What follows belongs to an exercise in optimizing a design on an open flow for small area, a short achievable clock period and few clock cycles; a production flow would make more cautious choices. Function not checked in this run: the RTL went through the layout flow alone. Power is estimated from default activity; no workload was simulated.

**flow/config.mk**
```make
export PLATFORM = sky130hd
export DESIGN_NAME = boo_encoder
export DESIGN_NICKNAME = boo_encoder
export VERILOG_FILES = /design/flow/design.v
export SDC_FILE = /design/flow/constraint.sdc
export NUM_CORES = 4
export LEC_CHECK = 0
export CAP_MARGIN = 20
export CORE_MARGIN = 2
export CORE_UTILIZATION = 40
export SETUP_SLACK_MARGIN = 2.5
export SLEW_MARGIN = 20
```
**flow/constraint.sdc**
```tcl
create_clock -name core_clock -period 5.0 [get_ports {clk}]
set_input_delay 1.0000 -clock core_clock [delete_from_list [all_inputs] [get_ports {clk}]]
set_output_delay 1.0000 -clock core_clock [all_outputs]
set_load 0.01 [all_outputs]
```
**flow/design.v**
```verilog
module boo_encoder (
  input  wire       clk,
  input  wire       rst,         
  input  wire       in_valid,
  output wire       in_ready,
  input  wire [7:0] in_data,
  input  wire       in_eof,
  input  wire       in_err,
  output wire       out_valid,
  input  wire       out_ready,
  output wire [7:0] out_data,
  input  wire       out_err,
  output wire [2:0] seq,
  output wire [1:0] err
);
  localparam [2:0] PH_HDR  = 3'b000,    
                   PH_HLF  = 3'b001,    
                   PH_DAT  = 3'b010,    
                   PH_TRL  = 3'b011,    
                   PH_DONE = 3'b110,
                   PH_ABR  = 3'b100,    
                   PH_ABW  = 3'b101;    
  localparam [7:0] CH_CR = 8'h0D, CH_LF = 8'h0A, CH_TL = 8'h7E, CH_0 = 8'h30;
  reg  [2:0] ph;
  reg        p_lf, p_c3, p_z;   
  reg        ov;
  reg  [7:0] od;
  reg  [1:0] g;         
  reg  [6:0] acc;       
  reg  [5:0] col;       
  reg  [1:0] fill;      
  reg        hold_v, hold_e, hold_z;
  reg  [7:0] hold_b;
  reg        ir_v, ir_e, ir_z;
  reg  [7:0] ir_b;
  assign out_valid = ov;
  assign out_data  = od;
  assign seq = {ph[2] & ~ph[1], ph[2] & ph[1], ph[1]};
  assign err = {ph[2] & ~ph[1] & ph[0], ph[2] & ~ph[1] & ~ph[0]};
  assign in_ready = ~(hold_v & ir_v);
  wire slot     = ~ov | out_ready;
  wire out_fire = ov & out_ready;
  wire in_fire  = in_valid & in_ready;
  wire rd_fail  = in_fire & in_err;
  wire wr_fail  = out_fire & out_err;
  wire       src_v = hold_v | ir_v;
  wire [7:0] sb    = hold_v ? hold_b : ir_b;
  wire       se    = hold_v ? hold_e : ir_e;
  wire       sz    = hold_v ? hold_z : ir_z;
  wire [7:0] d     = se ? 8'h00 : sb;          
  wire       kE    = se;
  wire       kZ    = ~se & sz;
  wire       kN    = ~se & ~sz;
  wire hdr  = (ph == PH_HDR);
  wire g0   = (g == 2'd0);
  wire g1   = (g == 2'd1);
  wire g2   = (g == 2'd2);
  wire pnd  = p_lf | p_c3 | p_z;
  wire n0   = (acc == 7'd0);
  wire n1   = (acc == 7'd1);
  wire n78  = (acc == 7'd78);
  wire nb   = ~n0 & ~n1;                       
  wire w4   = (col >= 6'd35);
  wire w2   = (col == 6'd36);
  wire f0   = (fill == 2'd0);
  function [7:0] T(input [6:0] v);
    T = {1'b0, v[6:4] + 3'd3, v[3:0]};
  endfunction
  wire sil_ok = ~hdr & g0 & (p_c3 | n0 | (nb & ~n78));
  wire a_lit  = ~hdr & ~g0;                                   
  wire a_run  = ~hdr & g0 & n1 & ~w2;                         
  wire a_cut  = ~hdr & g0 & n78;                              
  wire a_c0   = ~hdr & g0 & n0 & ~w4;                         
  wire a_zl   = ~hdr & g0 & n1 & ~w4;                         
  wire a_tn   = ~hdr & g0 & nb;                               
  wire a_pad  = ~hdr & g0 & n0 & ~f0 & ~w2;                   
  wire a_trl  = ~hdr & g0 & n0 & f0;                          
  wire wz     = ~hdr & g0 & n1 & w2;                          
  wire wn     = ~hdr & g0 & (n0 | n1) & w4;                   
  wire we     = ~hdr & g0 & ((n1 & w4) | (n0 & ~f0 & w2));    
  wire s_lit  = a_lit;
  wire s_run  = kZ & a_run;
  wire s_cut  = kZ & a_cut;
  wire s_c0   = kN & a_c0;
  wire s_zl   = ~kZ & a_zl;
  wire s_tn   = ~kZ & a_tn;
  wire s_pad  = kE & a_pad;
  wire s_trl  = kE & a_trl;
  wire s_wrap = (kZ & wz) | (kN & wn) | (kE & we);
  wire s_hb   = hdr & ~se;
  wire s_he   = hdr & se;
  wire sil     = kZ & sil_ok;
  wire do_pend = pnd & slot;
  wire do_sil  = src_v & sil & (~p_c3 | slot);
  wire do_step = src_v & ~sil & ~pnd & slot;
  wire fin_step = (s_lit & ~se) | s_run | s_cut | s_c0 | s_trl | s_hb | s_he;
  wire done     = do_sil | (do_step & fin_step);
  reg [7:0] ch;
  always @* begin
    if (p_lf)                     ch = CH_LF;
    else if (p_c3)                ch = T({1'b0, acc[5:0]});
    else if (p_z)                 ch = CH_0;
    else if (hdr)                 ch = s_he ? CH_CR : sb;
    else if (s_lit)               ch = g1 ? T({1'b0, acc[1:0], d[7:4]})
                                          : T({1'b0, acc[3:0], d[7:6]});
    else if (s_c0)                ch = T({1'b0, sb[7:2]});
    else if (s_tn)                ch = T(acc);
    else if (s_zl)                ch = CH_0;
    else if (s_run | s_cut | s_pad) ch = CH_TL;
    else                          ch = CH_CR;    
  end
  reg  [2:0] ph_n;
  reg  [6:0] acc_n;
  reg  [5:0] col_n;
  reg  [1:0] g_n, fill_n;
  reg        p_lf_n, p_c3_n, p_z_n;
  always @* begin
    ph_n   = ph;
    acc_n  = acc;
    col_n  = col;
    g_n    = g;
    fill_n = fill;
    p_lf_n = p_lf;
    p_c3_n = p_c3;
    p_z_n  = p_z;
    if (do_pend) begin
      p_lf_n = 1'b0;
      p_c3_n = 1'b0;
      p_z_n  = 1'b0;
      if (p_c3) acc_n = 7'd0;
    end
    if (do_sil) acc_n = p_c3 ? 7'd1 : acc + 7'd1;
    if (do_step) begin
      if (s_lit) begin
        acc_n = {1'b0, d[5:0]};
        g_n   = g1 ? 2'd2 : 2'd0;
        p_c3_n = g2;
        if (se) fill_n = g1 ? 2'd2 : (f0 ? 2'd1 : fill);
      end
      if (s_run) begin
        acc_n = acc + 7'd1;
        col_n = col + 6'd1;
      end
      if (s_cut) acc_n = 7'd1;
      if (s_c0) begin
        acc_n = {1'b0, sb[5:0]};
        g_n   = 2'd1;
        col_n = col + 6'd2;
      end
      if (s_zl) begin
        acc_n = 7'd0;
        g_n   = 2'd1;
        col_n = col + 6'd2;
      end
      if (s_tn) acc_n = 7'd0;
      if (s_pad) begin
        p_z_n  = 1'b1;
        fill_n = fill - 2'd1;
        col_n  = col + 6'd1;
      end
      if (s_wrap) begin
        p_lf_n = 1'b1;
        col_n  = 6'd0;
      end
      if (s_trl) begin
        p_lf_n = 1'b1;
        ph_n   = PH_TRL;
      end
      if (s_he) begin
        p_lf_n = 1'b1;
        ph_n   = PH_HLF;
      end
    end
    if (out_fire && !pnd) begin
      if (ph == PH_HLF && ph_n == PH_HLF) ph_n = PH_DAT;
      if (ph == PH_TRL) ph_n = PH_DONE;
    end
  end
  always @(posedge clk) begin
    if (rst) begin
      ph     <= PH_HDR;
      p_lf   <= 1'b0;
      p_c3   <= 1'b0;
      p_z    <= 1'b0;
      ov     <= 1'b0;
      g      <= 2'd0;
      acc    <= 7'd0;
      col    <= 6'd0;
      fill   <= 2'd0;
      hold_v <= 1'b0;
      ir_v   <= 1'b0;
    end else if (wr_fail) begin
      ph <= PH_ABW;
      ov <= 1'b0;
    end else if (rd_fail) begin
      ph <= PH_ABR;
      ov <= 1'b0;
    end else if (ph[2]) begin
      ov <= 1'b0;                       
    end else if (ph_n == PH_DONE) begin
      ph <= PH_DONE;
      ov <= 1'b0;
    end else begin
      ph   <= ph_n;
      p_lf <= p_lf_n;
      p_c3 <= p_c3_n;
      p_z  <= p_z_n;
      g    <= g_n;
      acc  <= acc_n;
      col  <= col_n;
      fill <= fill_n;
      if (slot) ov <= do_pend | do_step;
      if (slot) od <= ch;               
      if (hold_v) begin
        if (done) hold_v <= 1'b0;
      end else begin
        if (ir_v && !done) hold_v <= 1'b1;
        hold_b <= ir_b;                 
        hold_e <= ir_e;
        hold_z <= ir_z;
      end
      ir_v <= (in_fire & ~in_err) | (ir_v & hold_v);
      if (in_ready) begin
        ir_b <= in_data;                
        ir_e <= in_eof;
        ir_z <= (in_data == 8'h00);
      end
    end
  end
endmodule
```
**flow/run.sh**
```bash
#!/bin/bash
# synth_recipe.tcl (not shown) runs the flow's synth.tcl, then flattens the netlist and writes it again
# the make line also repeats each setting of config.mk as NAME=value (left out here)
make -C /OpenROAD-flow-scripts/flow DESIGN_CONFIG=/design/flow/config.mk WORK_HOME=/design/flow/orfs CLKGATE_MAP_FILE= SYNTH_SCRIPT=/design/flow/synth_recipe.tcl finish
```
==> results.ini <==
[status]
outcome=complete, no violations

[worst_setup_path]
start_kind=flop
setup.worst_path.class=reg -> reg
worstSetupEndpointType=flop
r2r_end=col[5]
crit_fanout=5
r2r_start=acc[1]
reg2reg_depth=9
reg2reg_slack_ns=1.98
crit_arrival_ns=3.28
critPathRequiredTime_ns=5.27

[pwr]
clkPwrFrac=0.276
powerDensity_mw_per_mm2=233
combPwrFrac=0.260
switching_share=0.308
p_leak_nw=1.72
seqPwrFrac=0.463
internal_power_mw=0.774
ir_worst_vdd_uv=110
switchingPower_mw=0.344

[route]
vias=3702
wl_mm=11.4
drc=0
drt_first_iter_violations=334
firstDrtPassIters=5
antenna_left=0
vias_per_cell=6.35
wl_per_cell_um=19.6

[synthesis]
synth_top_cell_by_area=edfxtp_1
synth_top_family_by_area=compound AO/OA/AOI/OAI gates
ys_seq_elements=54
synth_area_per_cell_um2=8.59
synth.top_cell.area_share=0.231
synth_common_cells=nor2_1 (42), nand2_1 (34), a21oi_1 (28), edfxtp_1 (28), o21ai_0 (28)
synthesis.nets=452
postSynth.asyncResetShare=0
ys.flop_type=edfxtp_1
synthSimpleGateAreaFrac=0.223
synth.cell_area_mm2=0.00364
synth_fa_ha_area_frac=0.0447
synth-compound-area-share=0.254
syn-instance-count=424
yosysMostFrequentCell=nor2_1
ys_types=66
synth_xor_xnor_area_share=0.00962
synthMuxAreaShare=0.0460
yosysSeqAreaShare=0.374
yosys_warnings=1
ys_top_cells_by_area=edfxtp_1 (23%), dfxtp_1 (14%), ha_1 (4.5%), nor2_1 (4.3%), a21oi_1 (3.8%)
synth_edf_count=28

[clock_tree]
htree_levels=2
clockBufferDepth=2
worst_skew_pair.late_latency_ns=0.32
clockRootBuffer=clkbuf_8
cts.sink_count=54
cts_made_buffers=5
cts_tree=yes
clk_pin_slew_ns=0.11

[global_route]
grt_pass1_vias=3482
grt_start_max_net_pins=28
grt_pass1_wl_mm=18.2
grt_usage=0.232
grt_overflow=0
antenna_found_initial=0

[cells_and_area]
fillerInstances=770
antennaDiodeCount=0
area.growth.synth_to_final_pct=31.8
ff_latch_area_mm2=0.00138
fin_nets=502
drive_gt1_frac=0.274
multi_input_area_mm2=0.00247

[timing]
hold_ws_ns=0.481
setup_violations=0
fin_setup_tns_ns=0
min_period_over_period=0.604
timing.final.hold_violations=0
worstMarginPinSlew_ns=0.668
drv_slew=0
clock_skew_ns=0.00594
relSlewSlack=0.542
rsz0062_at_grt=true
max_freq_mhz=331
finalCriticalPeriod_ns=3.02

[placement]
hpwl_mm=7.76
routabilityCongestion=0.986
io_buffers=29

[hold_path]
hold_class=reg -> reg
whs_endpoint=fill[1]
min_path_cells=2
worstHoldStart=fill[1]

[floorplan]
num_rows=34
core-area_mm2=0.00876
io_pins=30
die-area_mm2=0.00988
die_w_um=99.4
start_util=0.415
dieHeight_um=99.4

[run]
maxCapViolCount=0

stage by stage:
step	util	power (mW)	instance area, um2	setup slack, ns	instances
after floorplan	-	0.666	3710	1.99	424
after global placement	0.462	0.738	4050	1.57	542
after detailed placement	0.462	0.742	4050	1.52	542
after CTS	0.512	1.08	4490	2.01	569
after global routing	0.548	1.17	4800	1.92	583
final	0.548	1.12	4800	1.98	583
cell families after synthesis:
family,after synthesis
AOI/OAI and AO/OA,133
muxes,16
adders and majority gates,13
xor gates and xnor gates,4
and+or+nand+nor,160
DFF,54
buffers and inverters,44
routing by layer:
layer / vias to the layer above / GRT usage / part of all wire
met4: 0 / 0.111 / 0.054
li1: 1716 / - / -
met5: - / 0 / 0
met1: 1771 / 0.312 / 0.41
met3: 49 / 0.0351 / 0.068
met2: 166 / 0.366 / 0.47
timing repair:
action,in CTS,in global routing
endpoints found under the setup margin,64,53
pin swaps,16,24
buffers inserted,19,14
gates resized for setup,49,54
hold buffers,0,0
cells in the final DEF, fill, tap and decap left out, types with 6 or more instances in the layout:
cell	instances
edfxtp_1	28
nand2_1	34
buf_4	29
dfxtp_1	18
mux2i_1	10
o21ai_0	19
nand4_1	9
o211ai_1	11
mux2_2	6
inv_1	17
a21oi_1	24
nand3_1	15
nor2_4	6
nor2_1	33
clkdlybuf4s50_1	25
a211oi_1	8
or3_1	6
ha_1	10
buf_6	7
power by group through the flow:
stage / logic (mW) / clock network, mW / registers (mW)
3_3_place_gp: 0.208 / 0 / 0.531
5_1_grt: 0.314 / 0.334 / 0.522
4_1_cts: 0.250 / 0.316 / 0.518
6_report: 0.291 / 0.309 / 0.518
3_5_place_dp: 0.211 / 0 / 0.531
2_1_floorplan: 0.145 / 0 / 0.521
critical path: stages, from the launching register on:
cell      delay [ns]
dfxtp_4         0.37
inv_4           0.08
ha_4            0.12
or4b_4          0.46
a2111o_1        0.49
a2111o_2        0.50
or2_4           0.28
or3_1           0.30
or3_1           0.30
nand3_1         0.07
how the worst max path moves through the flow:
| stage | from | endpoint | slack, ns | depth (start not counted) |
|---|---|---|---|---|
| after floorplan | acc[1] | col[5] | 1.99 | 11 |
| after global placement | out_ready | col[5] | 1.57 | 8 |
| after CTS | acc[1] | col[5] | 2.01 | 9 |
| after global routing | acc[1] | acc[3] | 1.92 | 10 |
| final | acc[1] | col[5] | 1.98 | 9 |
| after detailed placement | out_ready | col[1] | 1.52 | 8 |
flip-flops by register name (all words and copies together) (netlist names), 2 cells and up:
name    cells
fill        2
acc         7
od          8
g           2
ir_b        8
ph          3
col         6
hold_b      8
cell type report:
class                           count  share of cell area
Clock buffer                        5              0.0143
Clock inverter                      3             0.00886
Inverter                           20              0.0164
Multi-Input combinational cell    326               0.515
Sequential cell                    54               0.288
Tap cell                          108              0.0282
Timing Repair Buffer               67               0.129

afterwards: timing with drivers on the ports:
The results above use ideal ports. As a check the final layout listed here was re-extracted and re-timed, cells and wires unchanged. Step 1 assumes that a clkbuf_16 drives the clock port and a buf_2 every other input. Step 2 times the ports against the registers' clock, not the clock port: input delays grow and output delays shrink by t, the midpoint of the rising clock arrivals with the driver on. Three values: ideal, step 1, step 2; two values: the first two.
t, ns: 0.346
setup slack, ns: 1.981 / 1.981 / 1.981
latest minus earliest clock arrival (ns): 0.006 / 0.006
worst register clock-pin slew, ns: 0.11 / 0.11
pins driven straight from the clock port: 1
After both steps setup and hold are still met in this run. The setup slack of this run moves by 0.000 ns with the drivers and by 0.000 ns with both steps.
